This is an optimization exercise on Yosys and OpenROAD, whose aim is small area, not a production implementation. Where RTL was checked, it was by simulation tests only, not by an equivalence proof against the original. For run 1, only the layout was checked, not whether the RTL still works. Power figures rest on the tool's default switching activity, not on a simulated workload.

File: flow/flow/run.sh
#!/bin/bash
# Own layout flow: the standard flow (standard.sh, unchanged synthesis),
# with smaller port buffers and a clock tree built from small clock buffers
# without dummy loads. Every tool's output goes to flow_make.log here; ORFS
# keeps its per-step logs under orfs/logs/.
set -uo pipefail
export BUFFER_PORTS_ARGS="-buffer_cell sky130_fd_sc_hd__buf_1"
export CTS_ARGS="-sink_clustering_enable -repair_clock_nets -dont_use_dummy_load -buf_list sky130_fd_sc_hd__clkbuf_8 -root_buf sky130_fd_sc_hd__clkbuf_8"
bash standard.sh > flow_make.log 2>&1
rc=$?
cp -r orfs/logs flow_logs 2>/dev/null || true
exit $rc
File: flow/standard.sh
#!/bin/bash
# synth_recipe.tcl (not shown) runs the flow's synth.tcl, then flattens the netlist and writes it again
# the make line also repeats each setting of config.mk as NAME=value (left out here)
make -C /OpenROAD-flow-scripts/flow DESIGN_CONFIG=/design/flow/config.mk WORK_HOME=/design/flow/orfs CLKGATE_MAP_FILE= SYNTH_SCRIPT=/design/flow/synth_recipe.tcl "${@:-finish}"
File: flow/config.mk
export PLATFORM = sky130hd
export DESIGN_NAME = xbee_codec
export DESIGN_NICKNAME = xbee_codec
export VERILOG_FILES = /design/flow/design.v
export SDC_FILE = /design/flow/constraint.sdc
export NUM_CORES = 4
export LEC_CHECK = 0
export CAP_MARGIN = 20
export CORE_MARGIN = 2
export CORE_UTILIZATION = 40
export SLEW_MARGIN = 20
File: flow/constraint.sdc
create_clock -name core_clock -period 20.0 [get_ports {clk}]
set_input_delay 4.0000 -clock core_clock [delete_from_list [all_inputs] [get_ports {clk}]]
set_output_delay 4.0000 -clock core_clock [all_outputs]
set_load 0.01 [all_outputs]
File: flow/design.v
module xbee_codec #(
    parameter integer CAP          = 10,    
    parameter integer MAXP         = 8,     
    parameter integer RESP_TIMEOUT = 200    
) (
    input  wire                 clk,
    input  wire                 rst,
    input  wire                 rx_valid,
    input  wire [7:0]           rx_byte,
    input  wire                 rx_en,
    output wire                 rx_ready,
    output wire                 tx_valid,
    output wire [7:0]           tx_byte,
    input  wire                 tx_ready,
    input  wire                 req_valid,
    input  wire                 req_kind,      
    output wire                 req_ready,
    input  wire [15:0]          m_addr,
    input  wire [7:0]           m_corr,
    input  wire [7:0]           m_plen,
    input  wire [8*CAP-1:0]     m_payload,
    input  wire [15:0]          c_code,
    input  wire [7:0]           c_plen,
    input  wire [8*MAXP-1:0]    c_params,
    output wire                 awaiting,
    output wire                 slot_valid,
    output wire [7:0]           slot_status,
    output wire [3:0]           slot_vlen,
    output wire [63:0]          slot_value,
    output wire                 ev_msg_valid,
    output wire [15:0]          ev_msg_addr,
    output wire [7:0]           ev_msg_rssi,
    output wire [3:0]           ev_msg_plen,
    output wire [8*CAP-1:0]     ev_msg_payload,
    output wire                 ev_ack_valid,
    output wire [7:0]           ev_ack_corr,
    output wire [7:0]           ev_ack_status,
    output wire                 ev_cmd_valid,
    output wire [1:0]           ev_cmd_result,   
    output wire                 ev_rej_valid,
    output wire                 ev_rej_kind,     
    output wire                 ev_rej_reason    
);
    localparam [3:0] D_IDLE   = 4'b0000;
    localparam [3:0] D_LEN_HI = 4'b0001;
    localparam [3:0] D_LEN_LO = 4'b0010;
    localparam [3:0] D_TYPE   = 4'b0011;
    localparam [2:0] C_RX64  = 3'b000;
    localparam [2:0] C_TX    = 3'b010;
    localparam [2:0] C_MODEM = 3'b011;
    localparam [2:0] C_AT    = 3'b100;
    localparam [2:0] C_RX16  = 3'b101;
    integer i;
    reg        awaiting_q;
    reg        slot_valid_q;
    reg [3:0]  ds;
    reg [15:0] rem;         
    reg [3:0]  k;           
    reg [7:0]  cbuf [0:12];
    wire [2:0] tc      = ds[2:0];
    wire rx_take = rx_valid & rx_en;
    wire in_body = rx_take & ds[3];
    wire rem_le1 = (rem[15:1] == 15'd0);
    wire body_last = tc[1] ? (tc[0] ? k[0] : k[1])
                           : (rem_le1 & (~tc[2] | k[3] | k[2]));
    wire body_end  = in_body & body_last;
    wire at_done   = body_end & (tc == C_AT);
    wire at_mal    = ~rem[0] | (k > 4'd12);                       
    wire rx16_done = body_end & (tc == C_RX16) & rem[0] & ~(&k);  
    wire ack_done  = body_end & (tc == C_TX);
    reg [3:0] tnext;
    always @(*) begin
        case (rx_byte)
            8'h88:   tnext = {1'b1, C_AT};
            8'h81:   tnext = {1'b1, C_RX16};
            8'h89:   tnext = {1'b1, C_TX};
            8'h8A:   tnext = {1'b1, C_MODEM};
            8'h80:   tnext = {1'b1, C_RX64};
            default: tnext = D_IDLE;
        endcase
    end
    always @(posedge clk) begin
        if (rst) begin
            ds <= D_IDLE;
        end else if (rx_take) begin
            if (ds[3]) begin
                if (body_last) ds <= D_IDLE;
            end else begin
                case (ds[1:0])
                    2'd0: if (rx_byte == 8'h7E) ds <= D_LEN_HI;
                    2'd1: ds <= D_LEN_LO;
                    2'd2: ds <= D_TYPE;
                    2'd3: ds <= tnext;
                endcase
            end
        end
    end
    always @(posedge clk) begin
        if (rx_take && !ds[3] && (ds[1] ^ ds[0]))
            rem <= {rem[7:0], rx_byte};
        else if (in_body && rem != 16'd0)
            rem <= rem - 16'd1;
        if (!ds[3])
            k <= 4'd0;
        else if (rx_take && k != 4'd15)
            k <= k + 4'd1;
        if (in_body && k == 4'd0) cbuf[0] <= rx_byte;
        if (in_body && k == 4'd1) cbuf[1] <= rx_byte;
        if (in_body && (k == 4'd2 || (k == 4'd3 && tc == C_AT))) cbuf[2] <= rx_byte;
        for (i = 3; i < 13; i = i + 1)
            if (in_body && k == i + 1)
                cbuf[i] <= rx_byte;
    end
    reg        e_send;
    reg        ekind;
    reg        ebc;            
    reg [3:0]  elen;           
    reg [4:0]  x;
    reg [7:0]  esum;
    reg [7:0]  eb [4:17];
    wire       accept     = ~rst & req_valid & ~e_send;
    wire       msg_bad    = m_plen > CAP;
    wire       cmd_bad    = c_plen > MAXP;
    wire       msg_accept = accept & ~req_kind & ~msg_bad;
    wire       cmd_accept = accept & req_kind & ~awaiting_q & ~cmd_bad;
    wire       emit       = e_send & tx_ready;
    wire [4:0] xlast      = {1'b0, elen} + (ekind ? 5'd6 : 5'd3);
    wire       last       = (x == xlast);
    wire       hdr        = (x < 5'd3);
    reg [7:0] txb;
    always @(*) begin
        case (x)
            5'd0:    txb = 8'h7E;
            5'd1:    txb = 8'h00;
            5'd2:    txb = {4'h0, elen};
            5'd3:    txb = 8'h01;
            5'd4:    txb = eb[4];
            5'd5:    txb = eb[5];
            5'd6:    txb = ekind ? 8'h08 : eb[6];
            5'd7:    txb = {7'h00, ekind | ebc};
            5'd8:    txb = eb[8];
            5'd9:    txb = eb[9];
            5'd10:   txb = eb[10];
            5'd11:   txb = eb[11];
            5'd12:   txb = eb[12];
            5'd13:   txb = eb[13];
            5'd14:   txb = eb[14];
            5'd15:   txb = eb[15];
            5'd16:   txb = eb[16];
            default: txb = eb[17];
        endcase
        if (last)
            txb = ~esum;
    end
    always @(posedge clk) begin
        if (rst)
            e_send <= 1'b0;
        else if (e_send) begin
            if (tx_ready && last)
                e_send <= 1'b0;
        end else if (msg_accept || cmd_accept)
            e_send <= 1'b1;
    end
    always @(posedge clk) begin
        if (!e_send) begin
            ekind <= req_kind;
            ebc   <= (m_addr == 16'hFFFF);
            elen  <= req_kind ? (c_plen[3:0] + 4'd4) : (m_plen[3:0] + 4'd5);
            eb[4] <= (m_addr == 16'hFFFF) ? 8'h00 : m_corr;
            eb[5] <= m_addr[15:8];
            eb[6] <= m_addr[7:0];
            eb[8] <= req_kind ? c_code[7:0]  : m_payload[7:0];
            eb[9] <= req_kind ? c_code[15:8] : m_payload[15:8];
            for (i = 0; i < 8; i = i + 1)
                eb[10 + i] <= req_kind ? c_params[8*i +: 8] : m_payload[8*(i+2) +: 8];
            x    <= 5'd0;
            esum <= 8'h00;
        end else if (tx_ready) begin
            x <= (ekind && x == 5'd2) ? 5'd6 : x + 5'd1;
            if (!hdr)
                esum <= esum + txb;
        end
    end
    assign tx_valid  = e_send & ~rst;
    assign tx_byte   = txb;
    assign req_ready = ~e_send;
    assign rx_ready  = rx_en & ~rst;
    reg [7:0]  tmr;
    reg [7:0]  slot_status_q;
    reg [3:0]  slot_vlen_q;
    reg [7:0]  slot_value_q [0:7];
    wire cmd_sent = emit & ekind & last;
    wire inflight = e_send & ekind;
    wire tmo      = ~inflight & (tmr == 8'hFF);
    always @(posedge clk) begin
        if (rst) begin
            awaiting_q   <= 1'b0;
            slot_valid_q <= 1'b0;
        end else if (cmd_accept) begin
            awaiting_q   <= 1'b1;
            slot_valid_q <= 1'b0;
        end else if (awaiting_q && at_done) begin
            awaiting_q <= 1'b0;
            if (!at_mal)
                slot_valid_q <= 1'b1;
        end else if (awaiting_q && tmo) begin
            awaiting_q <= 1'b0;
        end
    end
    always @(posedge clk) begin
        if (cmd_sent)
            tmr <= 8'hAF;
        else
            tmr <= {1'b0, tmr[7:1]} ^ (tmr[0] ? 8'hB8 : 8'h00);
    end
    always @(posedge clk) begin
        if (awaiting_q && at_done && !at_mal) begin
            slot_status_q <= cbuf[2];
            slot_vlen_q   <= k - 4'd4;
            for (i = 0; i < 8; i = i + 1)
                slot_value_q[i] <= cbuf[3 + i];
        end
    end
    reg        ev_msg_q, ev_ack_q, ev_cmd_q, ev_cmd_mal_q;
    reg [1:0]  ev_rej_q;     
    always @(posedge clk) begin
        if (rst) begin
            ev_msg_q <= 1'b0;
            ev_ack_q <= 1'b0;
            ev_cmd_q <= 1'b0;
            ev_rej_q <= 2'b00;
        end else begin
            ev_msg_q <= rx16_done;
            ev_ack_q <= ack_done;
            ev_cmd_q <= awaiting_q & (at_done | tmo);
            if (accept)
                ev_rej_q <= req_kind ? (awaiting_q ? 2'b10 : {cmd_bad, cmd_bad}) : {1'b0, msg_bad};
            else
                ev_rej_q <= 2'b00;
        end
        ev_cmd_mal_q <= at_done & at_mal;
    end
    assign awaiting      = awaiting_q;
    assign slot_valid    = slot_valid_q;
    assign slot_status   = slot_status_q;
    assign slot_vlen     = slot_vlen_q;
    assign ev_msg_valid  = ev_msg_q;
    assign ev_msg_addr   = {cbuf[0], cbuf[1]};
    assign ev_msg_rssi   = cbuf[2];
    assign ev_msg_plen   = k - 4'd5;
    assign ev_ack_valid  = ev_ack_q;
    assign ev_ack_corr   = cbuf[0];
    assign ev_ack_status = cbuf[1];
    assign ev_cmd_valid  = ev_cmd_q;
    assign ev_cmd_result = {ev_cmd_mal_q, ~ev_cmd_mal_q & ~slot_valid_q};
    assign ev_rej_valid  = ev_rej_q[1] | ev_rej_q[0];
    assign ev_rej_kind   = ev_rej_q[1];
    assign ev_rej_reason = ev_rej_q[0];
    genvar g;
    generate
        for (g = 0; g < 8; g = g + 1) begin : g_slot
            assign slot_value[8*g +: 8] = slot_value_q[g];
        end
        for (g = 0; g < CAP; g = g + 1) begin : g_evmsg
            assign ev_msg_payload[8*g +: 8] = cbuf[3 + g];
        end
    endgenerate
endmodule
==> impl_results.html, run 1 <==
<table>
<tr><th>Metric</th><th>Value</th></tr>
<tr><th colspan="2">Worst setup path</th></tr>
<tr><td>Highest fanout seen on the critical path</td><td>14</td></tr>
<tr><td>Critical path buffers and inverters</td><td>2</td></tr>
<tr><td>Most frequent cell on the critical path</td><td>sky130_fd_sc_hd__buf_1</td></tr>
<tr><td>Setup crit end kind</td><td>primary output</td></tr>
<tr><td>Largest delay share family, worst path</td><td>buffers and inverters</td></tr>
<tr><td>Required time at the endpoint of the critical path</td><td>16.00 ns</td></tr>
<tr><td>Slowest cell on crit path</td><td>sky130_fd_sc_hd__buf_1</td></tr>
<tr><td>Data arrival at the endpoint of the critical path</td><td>4.70 ns</td></tr>
<tr><td>Critical path class</td><td>in2out</td></tr>
<tr><td>Slowest stage delay, CP</td><td>0.44 ns</td></tr>
<tr><td>Element type at the critical path start</td><td>input port</td></tr>
<tr><td>Series of cell instances along the critical path</td><td>buf_1, nor2_1, buf_1</td></tr>
<tr><th colspan="2">Timing</th></tr>
<tr><td>Highest clock frequency the design can meet</td><td>115 MHz</td></tr>
<tr><td>Final setup violation count</td><td>0</td></tr>
<tr><td>Final slew viol count</td><td>0</td></tr>
<tr><td>Headroom to the max-slew limit</td><td>35.9%</td></tr>
<tr><td>Final worst path period need</td><td>8.70 ns</td></tr>
<tr><td>Hold Violations, Final</td><td>0</td></tr>
<tr><td>Setup WS post-layout</td><td>11.30 ns</td></tr>
<tr><td>Final critical-path share of the clock period</td><td>43.5%</td></tr>
<tr><td>Setup repair after global routing missed its margin</td><td>no</td></tr>
<tr><td>Worst slew pin tran</td><td>0.962 ns</td></tr>
<tr><td>Worst clock skew</td><td>0.0809 ns</td></tr>
<tr><td>Total negative slack</td><td>0 ns</td></tr>
<tr><th colspan="2">Clock tree</th></tr>
<tr><td>Number of hold buffers added after CTS</td><td>0</td></tr>
<tr><td>Latest clock arrival within the worst-skew pair</td><td>0.61 ns</td></tr>
<tr><td>Post-cts gate resize count</td><td>0</td></tr>
<tr><td>TritonCTS sink count</td><td>344</td></tr>
<tr><td># H-tree levels</td><td>2</td></tr>
<tr><td>Clock transition time at the flip-flop clock pins of the worst setup and hold paths</td><td>0.06 ns</td></tr>
<tr><td>Clk Tree Root Cell</td><td>sky130_fd_sc_hd__clkbuf_8</td></tr>
<tr><td>Inserted Clock Buffers</td><td>56</td></tr>
<tr><td>Setup repair bufs after CTS</td><td>0</td></tr>
<tr><td>Buffers from clock root to sink, at most</td><td>3</td></tr>
<tr><td>Clock tree from TritonCTS</td><td>yes</td></tr>
<tr><th colspan="2">Floorplanning</th></tr>
<tr><td>Placeable core region</td><td>35500 µm²</td></tr>
<tr><td>Die area</td><td>37500 µm²</td></tr>
<tr><td>Starting density of the core</td><td>40.5%</td></tr>
<tr><td>I/O pin total</td><td>436</td></tr>
<tr><td>Placement Rows</td><td>69</td></tr>
<tr><td>Vertical die dimension</td><td>194 µm</td></tr>
<tr><td>Die outline width</td><td>194 µm</td></tr>
<tr><th colspan="2">Detailed routing</th></tr>
<tr><td>Drc violations</td><td>0</td></tr>
<tr><td>Total iterations of the first detailed-routing run</td><td>5</td></tr>
<tr><td>Post-DR wirelength/cell</td><td>20.3 µm</td></tr>
<tr><td>Total routed wirelength</td><td>38100 µm</td></tr>
<tr><td>Residual antenna-violating net count after detailed routing</td><td>0</td></tr>
<tr><td>Average via count per standard cell</td><td>5.14</td></tr>
<tr><td>Via total after detailed routing</td><td>9655</td></tr>
<tr><td>Violation count after the first detailed-routing iteration</td><td>616</td></tr>
<tr><th colspan="2">Global route</th></tr>
<tr><td>First-pass GRT wire length</td><td>57100 µm</td></tr>
<tr><td>Initial antenna violation count</td><td>0</td></tr>
<tr><td>Global-route congestion overflow total</td><td>0</td></tr>
<tr><td>Vias in the first global route</td><td>9704</td></tr>
<tr><td>GRT Resource Usage Total</td><td>19.9%</td></tr>
<tr><td>Maximum number of pins on one net before global-route repair</td><td>75</td></tr>
<tr><th colspan="2">Flow run</th></tr>
<tr><td>Max-capacitance violation count</td><td>0</td></tr>
<tr><th colspan="2">Yosys</th></tr>
<tr><td>Post-synthesis instance area</td><td>14400 µm²</td></tr>
<tr><td>Async SR Flop Fraction</td><td>0%</td></tr>
<tr><td>Most instantiated flip-flop cell in the synthesis netlist</td><td>sky130_fd_sc_hd__edfxtp_1</td></tr>
<tr><td>Distinct cell type count after synthesis</td><td>62</td></tr>
<tr><td>Register area share after synthesis</td><td>69.2%</td></tr>
<tr><td>Post-synthesis register bit count</td><td>344</td></tr>
<tr><td>Yosys warnings</td><td>4</td></tr>
<tr><td>Net count after synthesis</td><td>1214</td></tr>
<tr><td>Post-synth EDFFs</td><td>306</td></tr>
<tr><td>Synthesized netlist cell count</td><td>966</td></tr>
<tr><td>Synthesized area per cell</td><td>14.9 µm²</td></tr>
<tr><th colspan="2">Place</th></tr>
<tr><td>Placed wire-length estimate after detailed placement</td><td>28200 µm</td></tr>
<tr><td>Setup slack after placement</td><td>11.30 ns</td></tr>
<tr><td>Number of buffers added on ports</td><td>435</td></tr>
<tr><td>Routability-driven placement congestion ratio</td><td>0.874</td></tr>
<tr><th colspan="2">Cells and area</th></tr>
<tr><td>Sequential cell area</td><td>9950 µm²</td></tr>
<tr><td>Area growth from synthesis to layout</td><td>19.6%</td></tr>
<tr><td>Net total in the final layout</td><td>1668</td></tr>
<tr><td>Multi-input gate area in the final layout</td><td>4020 µm²</td></tr>
<tr><td>Number of diodes added for antenna fixing</td><td>0</td></tr>
<tr><td>Layout cell share with drive strength beyond 1</td><td>11.9%</td></tr>
<tr><td>Count of fill cells added during filler insertion</td><td>3185</td></tr>
<tr><th colspan="2">Worst hold path</th></tr>
<tr><td>Worst min-delay path class</td><td>reg2reg</td></tr>
<tr><th colspan="2">Pwr</th></tr>
<tr><td>Total power</td><td>1390 µW</td></tr>
<tr><td>Static Leak</td><td>0.00580 µW</td></tr>
<tr><td>Areal power density over the cells</td><td>80.6 nW/µm²</td></tr>
<tr><td>Worst IR Drop VDD</td><td>0.0423 mV</td></tr>
<tr><th colspan="2">Status</th></tr>
<tr><td>Status</td><td>complete, no violations</td></tr>
</table>
[layout by cell type, fill, tap and decap left out, types with 3 or more instances in the layout]
| cell | n |
|---|---|
| sky130_fd_sc_hd__a31oi_1 | 3 |
| sky130_fd_sc_hd__nand3_1 | 16 |
| sky130_fd_sc_hd__a41oi_1 | 3 |
| sky130_fd_sc_hd__nor3_1 | 12 |
| sky130_fd_sc_hd__a32oi_1 | 8 |
| sky130_fd_sc_hd__or3_1 | 3 |
| sky130_fd_sc_hd__nand2b_1 | 11 |
| sky130_fd_sc_hd__a21oi_1 | 50 |
| sky130_fd_sc_hd__edfxtp_1 | 306 |
| sky130_fd_sc_hd__clkbuf_8 | 56 |
| sky130_fd_sc_hd__nor2b_1 | 14 |
| sky130_fd_sc_hd__and2_1 | 8 |
| sky130_fd_sc_hd__a22oi_1 | 6 |
| sky130_fd_sc_hd__xnor2_1 | 29 |
| sky130_fd_sc_hd__buf_4 | 16 |
| sky130_fd_sc_hd__a22o_1 | 12 |
| sky130_fd_sc_hd__a211oi_1 | 6 |
| sky130_fd_sc_hd__nand2_1 | 42 |
| sky130_fd_sc_hd__mux2i_1 | 16 |
| sky130_fd_sc_hd__inv_1 | 30 |
| sky130_fd_sc_hd__and3_1 | 22 |
| sky130_fd_sc_hd__mux2_2 | 86 |
| sky130_fd_sc_hd__nor4_1 | 9 |
| sky130_fd_sc_hd__nor2_1 | 60 |
| sky130_fd_sc_hd__buf_1 | 434 |
| sky130_fd_sc_hd__nand4_1 | 14 |
| sky130_fd_sc_hd__a21o_1 | 3 |
| sky130_fd_sc_hd__xor2_1 | 8 |
| sky130_fd_sc_hd__a2111oi_0 | 7 |
| sky130_fd_sc_hd__dfxtp_1 | 38 |
| sky130_fd_sc_hd__ha_1 | 32 |
| sky130_fd_sc_hd__a221oi_1 | 6 |
| sky130_fd_sc_hd__o21ai_0 | 14 |
[worst reg2reg max path, cell delays in order, from the launching register on]
cell and delay (ns):
sky130_fd_sc_hd__dfxtp_1 0.73, sky130_fd_sc_hd__inv_1 0.30, sky130_fd_sc_hd__ha_1 0.46, sky130_fd_sc_hd__a221oi_1 0.34, sky130_fd_sc_hd__o21ai_0 0.13, sky130_fd_sc_hd__a221o_1 0.31
sky130_fd_sc_hd__a2111oi_0 0.40, sky130_fd_sc_hd__a21oi_1 0.12, sky130_fd_sc_hd__ha_1 0.37, sky130_fd_sc_hd__nand3_1 0.10, sky130_fd_sc_hd__o2111ai_1 0.26, sky130_fd_sc_hd__a21o_1 0.17
sky130_fd_sc_hd__a21o_1 0.18, sky130_fd_sc_hd__nor4b_1 0.26, sky130_fd_sc_hd__mux2i_1 0.11, sky130_fd_sc_hd__a41oi_1 0.20
[synth_stat cells (3+ instances only)]
master	count	area share, %
sky130_fd_sc_hd__a2111oi_0	7	0.43
sky130_fd_sc_hd__a211oi_1	6	0.31
sky130_fd_sc_hd__a21o_1	3	0.16
sky130_fd_sc_hd__a21oi_1	50	1.7
sky130_fd_sc_hd__a221oi_1	6	0.37
sky130_fd_sc_hd__a22o_1	12	0.73
sky130_fd_sc_hd__a22oi_1	6	0.31
sky130_fd_sc_hd__a31oi_1	3	0.13
sky130_fd_sc_hd__a32oi_1	8	0.49
sky130_fd_sc_hd__a41oi_1	3	0.18
sky130_fd_sc_hd__and2_1	8	0.35
sky130_fd_sc_hd__and3_1	22	0.96
sky130_fd_sc_hd__buf_1	3	0.078
sky130_fd_sc_hd__buf_2	4	0.14
sky130_fd_sc_hd__buf_4	17	0.89
sky130_fd_sc_hd__buf_6	3	0.24
sky130_fd_sc_hd__clkbuf_1	28	0.73
sky130_fd_sc_hd__dfxtp_1	38	5.3
sky130_fd_sc_hd__edfxtp_1	306	64
sky130_fd_sc_hd__ha_1	32	2.8
sky130_fd_sc_hd__inv_1	31	0.81
sky130_fd_sc_hd__mux2_2	86	6.7
sky130_fd_sc_hd__mux2i_1	16	1.1
sky130_fd_sc_hd__nand2_1	42	1.1
sky130_fd_sc_hd__nand2b_1	11	0.48
sky130_fd_sc_hd__nand3_1	16	0.56
sky130_fd_sc_hd__nand4_1	14	0.61
sky130_fd_sc_hd__nor2_1	60	1.6
sky130_fd_sc_hd__nor2b_1	14	0.61
sky130_fd_sc_hd__nor3_1	14	0.49
sky130_fd_sc_hd__nor4_1	9	0.39
sky130_fd_sc_hd__o21ai_0	14	0.49
sky130_fd_sc_hd__or3_1	3	0.13
sky130_fd_sc_hd__xnor2_1	29	1.8
sky130_fd_sc_hd__xor2_1	8	0.49
[per-stage QoR]
step	std cells	utilization [%]	hold slack [ns]	cell area, µm²
after floorplan	966	-	0.411	14400
after global placement	1823	46.3	0.419	16400
after detailed placement	1823	46.3	0.427	16400
after CTS	1879	48.4	0.384	17200
after global routing	1879	48.4	0.401	17200
final	1879	48.4	0.389	17200
[kinds of logic after synthesis]
group / count (synthesis) / share of synthesized area [%]
compound gates: 140 / 6.85
buf+inv: 86 / 2.88
flops: 344 / 69.2
fa+ha+maj: 33 / 2.93
simple gates: 224 / 7.99
mux: 102 / 7.85
xor+xnor: 37 / 2.26
[state kept, by name, indices dropped and copies added, names as in the netlist]
name / cells
e_send: 1
slot_status_q: 8
slot_value_q: 64
awaiting_q: 1
tmr: 8
ekind: 1
ebc: 1
eb: 104
ev_msg_q: 1
ev_cmd_q: 1
esum: 8
slot_valid_q: 1
cbuf: 104
elen: 4
x: 5
rem: 16
k: 4
slot_vlen_q: 4
ds: 4
ev_rej_q: 2
ev_cmd_mal_q: 1
ev_ack_q: 1
[per-layer routing]
metal | up-vias | wire (µm) | GRT usage [%]
met5 | - | 0 | 0
met4 | 0 | 794 | 5.88
met3 | 63 | 2800 | 4.31
met2 | 445 | 19400 | 35.6
met1 | 4604 | 15100 | 24.0
li1 | 4543 | - | -
[where the power goes]
part,internal [µW],switching [µW],total [µW]
logic,38.8,38.8,77.7
clock network,245,240,485
registers,809,14.8,824
[final timing paths]
path	from	endpoint	slack (ns)	cells past startpoint
worst max-delay path	rst	tx_valid	11.30	3
worst min register to register	cbuf[5][4]	slot_value_q[2][4]	0.39	0
worst min-delay path	cbuf[5][4]	slot_value_q[2][4]	0.39	0
worst max register to register	x[4]	esum[7]	15.47	15
[cell type report]
type,count,share of cell area (%)
inverters,31,0.692
multi-input cells,536,23.4
repair buffers,451,10.2
clock buffers,56,4.48
well taps,461,3.36
flip-flops and latches,344,57.9
==> inputs of run 2 (changes only) <==
--- a/flow/design.v
+++ b/flow/design.v
@@ -41,10 +41,11 @@
     output wire                 ev_rej_kind,     
     output wire                 ev_rej_reason    
 );
-    localparam [3:0] D_IDLE   = 4'b0000;
-    localparam [3:0] D_LEN_HI = 4'b0001;
-    localparam [3:0] D_LEN_LO = 4'b0010;
-    localparam [3:0] D_TYPE   = 4'b0011;
+    localparam [2:0] D_IDLE   = 3'd0;
+    localparam [2:0] D_LEN_HI = 3'd1;
+    localparam [2:0] D_LEN_LO = 3'd2;
+    localparam [2:0] D_TYPE   = 3'd3;
+    localparam [2:0] D_BODY   = 3'd4;
     localparam [2:0] C_RX64  = 3'b000;
     localparam [2:0] C_TX    = 3'b010;
     localparam [2:0] C_MODEM = 3'b011;
@@ -53,62 +54,59 @@
     integer i;
     reg        awaiting_q;
     reg        slot_valid_q;
-    reg [3:0]  ds;
+    reg [2:0]  dstate;
     reg [15:0] rem;         
     reg [3:0]  k;           
-    reg [7:0]  cbuf [0:12];
-    wire [2:0] tc      = ds[2:0];
+    reg [2:0]  tc;          
+    reg [7:0]  cbuf [0:13];
     wire rx_take = rx_valid & rx_en;
-    wire in_body = rx_take & ds[3];
+    wire in_body = rx_take & (dstate == D_BODY);
     wire rem_le1 = (rem[15:1] == 15'd0);
     wire body_last = tc[1] ? (tc[0] ? k[0] : k[1])
                            : (rem_le1 & (~tc[2] | k[3] | k[2]));
     wire body_end  = in_body & body_last;
     wire at_done   = body_end & (tc == C_AT);
-    wire at_mal    = ~rem[0] | (k > 4'd12);                       
+    wire at_mal    = ~rem[0] | (k > 4'd12);    
     wire rx16_done = body_end & (tc == C_RX16) & rem[0] & ~(&k);  
     wire ack_done  = body_end & (tc == C_TX);
-    reg [3:0] tnext;
+    reg [2:0] tclass;
     always @(*) begin
         case (rx_byte)
-            8'h88:   tnext = {1'b1, C_AT};
-            8'h81:   tnext = {1'b1, C_RX16};
-            8'h89:   tnext = {1'b1, C_TX};
-            8'h8A:   tnext = {1'b1, C_MODEM};
-            8'h80:   tnext = {1'b1, C_RX64};
-            default: tnext = D_IDLE;
+            8'h88:   tclass = C_AT;
+            8'h81:   tclass = C_RX16;
+            8'h89:   tclass = C_TX;
+            8'h8A:   tclass = C_MODEM;
+            default: tclass = C_RX64;
         endcase
     end
+    wire type_ok = (rx_byte[7:4] == 4'h8) & ((rx_byte[3:0] == 4'h0) | (rx_byte[3:0] == 4'h1) |
+                   (rx_byte[3:0] == 4'h8) | (rx_byte[3:0] == 4'h9) | (rx_byte[3:0] == 4'hA));
     always @(posedge clk) begin
         if (rst) begin
-            ds <= D_IDLE;
+            dstate <= D_IDLE;
         end else if (rx_take) begin
-            if (ds[3]) begin
-                if (body_last) ds <= D_IDLE;
-            end else begin
-                case (ds[1:0])
-                    2'd0: if (rx_byte == 8'h7E) ds <= D_LEN_HI;
-                    2'd1: ds <= D_LEN_LO;
-                    2'd2: ds <= D_TYPE;
-                    2'd3: ds <= tnext;
-                endcase
-            end
-        end
-    end
-    always @(posedge clk) begin
-        if (rx_take && !ds[3] && (ds[1] ^ ds[0]))
+            case (dstate)
+                D_IDLE:   if (rx_byte == 8'h7E) dstate <= D_LEN_HI;
+                D_LEN_HI: dstate <= D_LEN_LO;
+                D_LEN_LO: dstate <= D_TYPE;
+                D_TYPE:   dstate <= type_ok ? D_BODY : D_IDLE;
+                default:  if (body_last) dstate <= D_IDLE;
+            endcase
+        end
+    end
+    always @(posedge clk) begin
+        if (rx_take && (dstate == D_LEN_HI || dstate == D_LEN_LO))
             rem <= {rem[7:0], rx_byte};
         else if (in_body && rem != 16'd0)
             rem <= rem - 16'd1;
-        if (!ds[3])
+        if (rx_take && dstate == D_TYPE)
+            tc <= tclass;
+        if (dstate != D_BODY)
             k <= 4'd0;
         else if (rx_take && k != 4'd15)
             k <= k + 4'd1;
-        if (in_body && k == 4'd0) cbuf[0] <= rx_byte;
-        if (in_body && k == 4'd1) cbuf[1] <= rx_byte;
-        if (in_body && (k == 4'd2 || (k == 4'd3 && tc == C_AT))) cbuf[2] <= rx_byte;
-        for (i = 3; i < 13; i = i + 1)
-            if (in_body && k == i + 1)
+        for (i = 0; i < 14; i = i + 1)
+            if (in_body && k == i)
                 cbuf[i] <= rx_byte;
     end
     reg        e_send;
@@ -191,7 +189,7 @@
     reg [7:0]  slot_value_q [0:7];
     wire cmd_sent = emit & ekind & last;
     wire inflight = e_send & ekind;
-    wire tmo      = ~inflight & (tmr == 8'hFF);
+    wire tmo      = ~inflight & (tmr == 8'd1);
     always @(posedge clk) begin
         if (rst) begin
             awaiting_q   <= 1'b0;
@@ -209,16 +207,16 @@
     end
     always @(posedge clk) begin
         if (cmd_sent)
-            tmr <= 8'hAF;
+            tmr <= RESP_TIMEOUT;
         else
-            tmr <= {1'b0, tmr[7:1]} ^ (tmr[0] ? 8'hB8 : 8'h00);
+            tmr <= tmr - 8'd1;
     end
     always @(posedge clk) begin
         if (awaiting_q && at_done && !at_mal) begin
-            slot_status_q <= cbuf[2];
+            slot_status_q <= cbuf[3];
             slot_vlen_q   <= k - 4'd4;
             for (i = 0; i < 8; i = i + 1)
-                slot_value_q[i] <= cbuf[3 + i];
+                slot_value_q[i] <= cbuf[4 + i];
         end
     end
     reg        ev_msg_q, ev_ack_q, ev_cmd_q, ev_cmd_mal_q;
@@ -262,7 +260,7 @@
             assign slot_value[8*g +: 8] = slot_value_q[g];
         end
         for (g = 0; g < CAP; g = g + 1) begin : g_evmsg
-            assign ev_msg_payload[8*g +: 8] = cbuf[3 + g];
+            assign ev_msg_payload[8*g +: 8] = cbuf[4 + g];
         end
     endgenerate
 endmodule
==> flow/run.sh (new file) <==
#!/bin/bash
# synth_recipe.tcl (not shown) runs the flow's synth.tcl, then flattens the netlist and writes it again
# the make line also repeats each setting of config.mk as NAME=value (left out here)
make -C /OpenROAD-flow-scripts/flow DESIGN_CONFIG=/design/flow/config.mk WORK_HOME=/design/flow/orfs CLKGATE_MAP_FILE= SYNTH_SCRIPT=/design/flow/synth_recipe.tcl finish
removed: flow/flow/run.sh
removed: flow/standard.sh
==> impl_results.html, run 2 <==
<table>
<tr><th>Metric</th><th>Value</th></tr>
<tr><th colspan="2">Cells and area</th></tr>
<tr><td>Net total in the final layout</td><td>1680</td></tr>
<tr><td>Area growth from synthesis to layout</td><td>40.4%</td></tr>
<tr><td>Multi-input gate area in the final layout</td><td>4200 µm²</td></tr>
<tr><td>Most common cell after layout, fill and taps aside</td><td>sky130_fd_sc_hd__clkdlybuf4s50_1</td></tr>
<tr><td>Flip-flop count of the largest register, all copies and words added</td><td>112</td></tr>
<tr><td>Final cell count without fillers</td><td>1928</td></tr>
<tr><td>Highest-count cells in the layout ignoring fill and taps</td><td>sky130_fd_sc_hd__clkdlybuf4s50_1 (434), sky130_fd_sc_hd__edfxtp_1 (317), sky130_fd_sc_hd__mux2_2 (87)</td></tr>
<tr><td>Number of diodes added for antenna fixing</td><td>0</td></tr>
<tr><td>Largest regs</td><td>cbuf x112, eb x104, slot_value_q x64</td></tr>
<tr><td>Count of fill cells added during filler insertion</td><td>2978</td></tr>
<tr><td>Sequential cell area</td><td>10300 µm²</td></tr>
<tr><td>Layout cell share with drive strength beyond 1</td><td>11.7%</td></tr>
<tr><td>Largest register by flop count</td><td>cbuf</td></tr>
<tr><th colspan="2">Timing</th></tr>
<tr><td>Final critical-path share of the clock period</td><td>47.7%</td></tr>
<tr><td>Setup repair after global routing missed its margin</td><td>no</td></tr>
<tr><td>Highest clock frequency the design can meet</td><td>105 MHz</td></tr>
<tr><td>Total negative slack</td><td>0 ns</td></tr>
<tr><td>Final worst path period need</td><td>9.54 ns</td></tr>
<tr><td>Hold Violations, Final</td><td>0</td></tr>
<tr><td>Final setup violation count</td><td>0</td></tr>
<tr><td>Worst slew pin tran</td><td>1.04 ns</td></tr>
<tr><td>Final slew viol count</td><td>0</td></tr>
<tr><td>Worst clock skew</td><td>0.0164 ns</td></tr>
<tr><td>Headroom to the max-slew limit</td><td>30.8%</td></tr>
<tr><td>Setup WS post-layout</td><td>10.46 ns</td></tr>
<tr><th colspan="2">Place</th></tr>
<tr><td>Placed wire-length estimate after detailed placement</td><td>31000 µm</td></tr>
<tr><td>Routability-driven placement congestion ratio</td><td>0.867</td></tr>
<tr><td>Number of buffers added on ports</td><td>435</td></tr>
<tr><td>Number of cells in the design after placement</td><td>1861</td></tr>
<tr><td>Setup slack after placement</td><td>10.43 ns</td></tr>
<tr><th colspan="2">Clock tree</th></tr>
<tr><td># H-tree levels</td><td>2</td></tr>
<tr><td>Latest clock arrival within the worst-skew pair</td><td>0.52 ns</td></tr>
<tr><td>Post-cts gate resize count</td><td>0</td></tr>
<tr><td>Setup repair bufs after CTS</td><td>0</td></tr>
<tr><td>TritonCTS sink count</td><td>354</td></tr>
<tr><td>Clk Tree Root Cell</td><td>sky130_fd_sc_hd__clkbuf_16</td></tr>
<tr><td>Number of hold buffers added after CTS</td><td>0</td></tr>
<tr><td>Clock tree from TritonCTS</td><td>yes</td></tr>
<tr><td>Buffers from clock root to sink, at most</td><td>3</td></tr>
<tr><td>Inserted Clock Buffers</td><td>39</td></tr>
<tr><td>Clock transition time at the flip-flop clock pins of the worst setup and hold paths</td><td>0.06 ns</td></tr>
<tr><th colspan="2">Floorplanning</th></tr>
<tr><td>Placement Rows</td><td>70</td></tr>
<tr><td>Vertical die dimension</td><td>197 µm</td></tr>
<tr><td>Die outline width</td><td>197 µm</td></tr>
<tr><td>Placeable core region</td><td>36600 µm²</td></tr>
<tr><td>Die area</td><td>38700 µm²</td></tr>
<tr><td>Starting density of the core</td><td>40.5%</td></tr>
<tr><td>I/O pin total</td><td>436</td></tr>
<tr><th colspan="2">Detailed routing</th></tr>
<tr><td>Average via count per standard cell</td><td>5.13</td></tr>
<tr><td>Total routed wirelength</td><td>41400 µm</td></tr>
<tr><td>Drc violations</td><td>0</td></tr>
<tr><td>Residual antenna-violating net count after detailed routing</td><td>0</td></tr>
<tr><td>Total iterations of the first detailed-routing run</td><td>8</td></tr>
<tr><td>Violation count after the first detailed-routing iteration</td><td>607</td></tr>
<tr><td>Post-DR wirelength/cell</td><td>21.5 µm</td></tr>
<tr><td>Via total after detailed routing</td><td>9891</td></tr>
<tr><th colspan="2">Global route</th></tr>
<tr><td>Vias in the first global route</td><td>9652</td></tr>
<tr><td>Global-route congestion overflow total</td><td>0</td></tr>
<tr><td>GRT Resource Usage Total</td><td>20.5%</td></tr>
<tr><td>Maximum number of pins on one net before global-route repair</td><td>79</td></tr>
<tr><td>First-pass GRT wire length</td><td>59500 µm</td></tr>
<tr><td>Initial antenna violation count</td><td>0</td></tr>
<tr><th colspan="2">Yosys</th></tr>
<tr><td>Async SR Flop Fraction</td><td>0%</td></tr>
<tr><td>Yosys warnings</td><td>4</td></tr>
<tr><td>Post-synth EDFFs</td><td>317</td></tr>
<tr><td>Count leader, synth</td><td>sky130_fd_sc_hd__edfxtp_1</td></tr>
<tr><td>Fraction of synthesized area in multiplexers</td><td>7.97%</td></tr>
<tr><td>Most instantiated flip-flop cell in the synthesis netlist</td><td>sky130_fd_sc_hd__edfxtp_1</td></tr>
<tr><td>Register area share after synthesis</td><td>69.1%</td></tr>
<tr><td>Distinct cell type count after synthesis</td><td>74</td></tr>
<tr><td>Simple logic cell fraction of the synthesized area</td><td>8.53%</td></tr>
<tr><td>Main combinational cell family by area after synthesis</td><td>simple AND/OR/NAND/NOR gates</td></tr>
<tr><td>Post-synthesis instance area</td><td>14800 µm²</td></tr>
<tr><td>Share of synthesized cell area in full adder, half adder and majority cells</td><td>2.66%</td></tr>
<tr><td>Post-synthesis compound-gate area fraction</td><td>6.55%</td></tr>
<tr><td>Biggest area consumer among synthesized cells</td><td>sky130_fd_sc_hd__edfxtp_1</td></tr>
<tr><td>Synthesized-area fraction occupied by xor and xnor cells</td><td>2.48%</td></tr>
<tr><td>Area share of the leading cell type in the synthesized netlist</td><td>64.1%</td></tr>
<tr><td>Synthesized netlist cell count</td><td>993</td></tr>
<tr><td>Top post-synthesis cells by area</td><td>sky130_fd_sc_hd__edfxtp_1 (64%), sky130_fd_sc_hd__mux2_2 (6.6%), sky130_fd_sc_hd__dfxtp_1 (5.0%)</td></tr>
<tr><td>Top cell types by occurrence after synthesis</td><td>sky130_fd_sc_hd__edfxtp_1 (317), sky130_fd_sc_hd__mux2_2 (87), sky130_fd_sc_hd__nor2_1 (60)</td></tr>
<tr><td>Post-synthesis register bit count</td><td>354</td></tr>
<tr><td>Net count after synthesis</td><td>1239</td></tr>
<tr><td>Synthesized area per cell</td><td>14.9 µm²</td></tr>
<tr><th colspan="2">Flow run</th></tr>
<tr><td>Max-capacitance violation count</td><td>0</td></tr>
<tr><th colspan="2">Pwr</th></tr>
<tr><td>Total power</td><td>1640 µW</td></tr>
<tr><td>Worst IR Drop VDD</td><td>0.0514 mV</td></tr>
<tr><td>Areal power density over the cells</td><td>78.8 nW/µm²</td></tr>
<tr><td>Static Leak</td><td>0.00728 µW</td></tr>
<tr><th colspan="2">Worst setup path</th></tr>
<tr><td>Required time at the endpoint of the critical path</td><td>16.00 ns</td></tr>
<tr><td>Element type at the critical path start</td><td>input port</td></tr>
<tr><td>Critical path class</td><td>in2out</td></tr>
<tr><td>Setup crit end kind</td><td>primary output</td></tr>
<tr><td>Highest fanout seen on the critical path</td><td>12</td></tr>
<tr><td>Data arrival at the endpoint of the critical path</td><td>5.54 ns</td></tr>
<tr><td>Reg2reg setup slack</td><td>15.22 ns</td></tr>
<tr><th colspan="2">Worst hold path</th></tr>
<tr><td>Worst min-delay path class</td><td>reg2reg</td></tr>
<tr><th colspan="2">Status</th></tr>
<tr><td>Status</td><td>complete, no violations</td></tr>
</table>
==> run 2: cell count changes in the layout (fill, tap and decap cells not counted), sizes merged, moves of 6 or more <==
cell and change:
a21o +7, a21oi -19, a22o -9, a32oi -7
buf -434, clkbuf -6, clkdlybuf4s50 +434, clkinv +12
edfxtp +11, nand2b -6, nor3 +10, o21ai +17
==> run 2: logic make-up (layout without fill, tap and decap cells) <==
| family | after synthesis | count (layout) |
|---|---|---|
| and+or+nand+nor | 239 | 239 |
| AOI/OAI and AO/OA | 138 | 138 |
| buffers and inverters | 83 | 550 |
| muxes | 106 | 106 |
| DFF | 354 | 354 |
| adders and majority gates | 31 | 31 |
| xor gates and xnor gates | 42 | 42 |
==> run 2: metal layers <==
layer,vias up,share of wire (%),GRT usage [%]
li1,4649,-,-
met1,4797,41,26.1
met2,401,50,35.7
met3,44,7.3,4.88
met4,0,1.8,4.82
met5,-,0,0
==> run 2: worst paths after layout <==
kind / end / cells past startpoint / start
max: tx_valid / 3 / rst
min: slot_status_q[0] / 0 / cbuf[3][0]
max reg2reg: esum[7] / 12 / x[4]
min reg2reg: slot_status_q[0] / 0 / cbuf[3][0]
==> run 2: through the flow <==
step                utilization (%)  hold WS [ns]  instance area, µm²
floorplan                         -         0.400               14800
global route                   56.9         0.424               20800
finish                         56.9         0.419               20800
CTS                            56.9         0.421               20800
global placement               53.6         0.401               19600
detailed placement             53.6         0.405               19600
==> run 2: power breakdown <==
group,internal [µW],total [µW],switching (µW)
Sequential,829,844,14.5
Combinational,70.5,116,45.2
Clock,406,682,277
Total,1310,1640,336
==> run 2: worst max-delay path, cell delays in order <==
cell and delay (ns):
sky130_fd_sc_hd__clkdlybuf4s50_1 0.74, sky130_fd_sc_hd__nor2_1 0.23, sky130_fd_sc_hd__clkdlybuf4s50_1 0.56
==> run 2: layout make-up <==
cell class | instances | share of cell area [%]
clock buffer | 51 | 5.00
clock inverter | 16 | 0.798
inverter | 33 | 0.606
multi-input combinational | 556 | 20.2
sequential | 354 | 49.2
tap | 468 | 2.81
timing repair buffer | 450 | 21.4

==> what the ideal ports hide <==
In the flow no input, the clock included, has a driving cell. The finished layouts below were timed again as built, in two steps.
Step 1 assumes that a clkbuf_16 drives the clock port and a buf_2 every other input.
Step 2 adds t to the input delays and takes it off the output delays; t is the mean of the earliest and latest rising clock arrival at the registers after step 1. Input paths then give back, and output paths get back, about the clock's delay inside the block.
Slacks: ideal / step 1 / step 2; pairs: ideal / step 1.
| run | shift t [ns] | slack for setup (ns) | hold WS [ns] | cell pins on the clock port's net |
|---|---|---|---|---|
| run 1 | 0.609 | 11.303 / 11.275 / 11.275 | 0.389 / 0.389 / 0.389 | 1 |
| run 2 | 0.570 | 10.459 / 10.432 / 10.432 | 0.419 / 0.419 / 0.419 | 1 |
After both steps setup and hold are still met in every run listed. For run 1, which loses most, drivers alone change the setup slack by -0.028 ns; drivers and shift together by -0.028 ns.
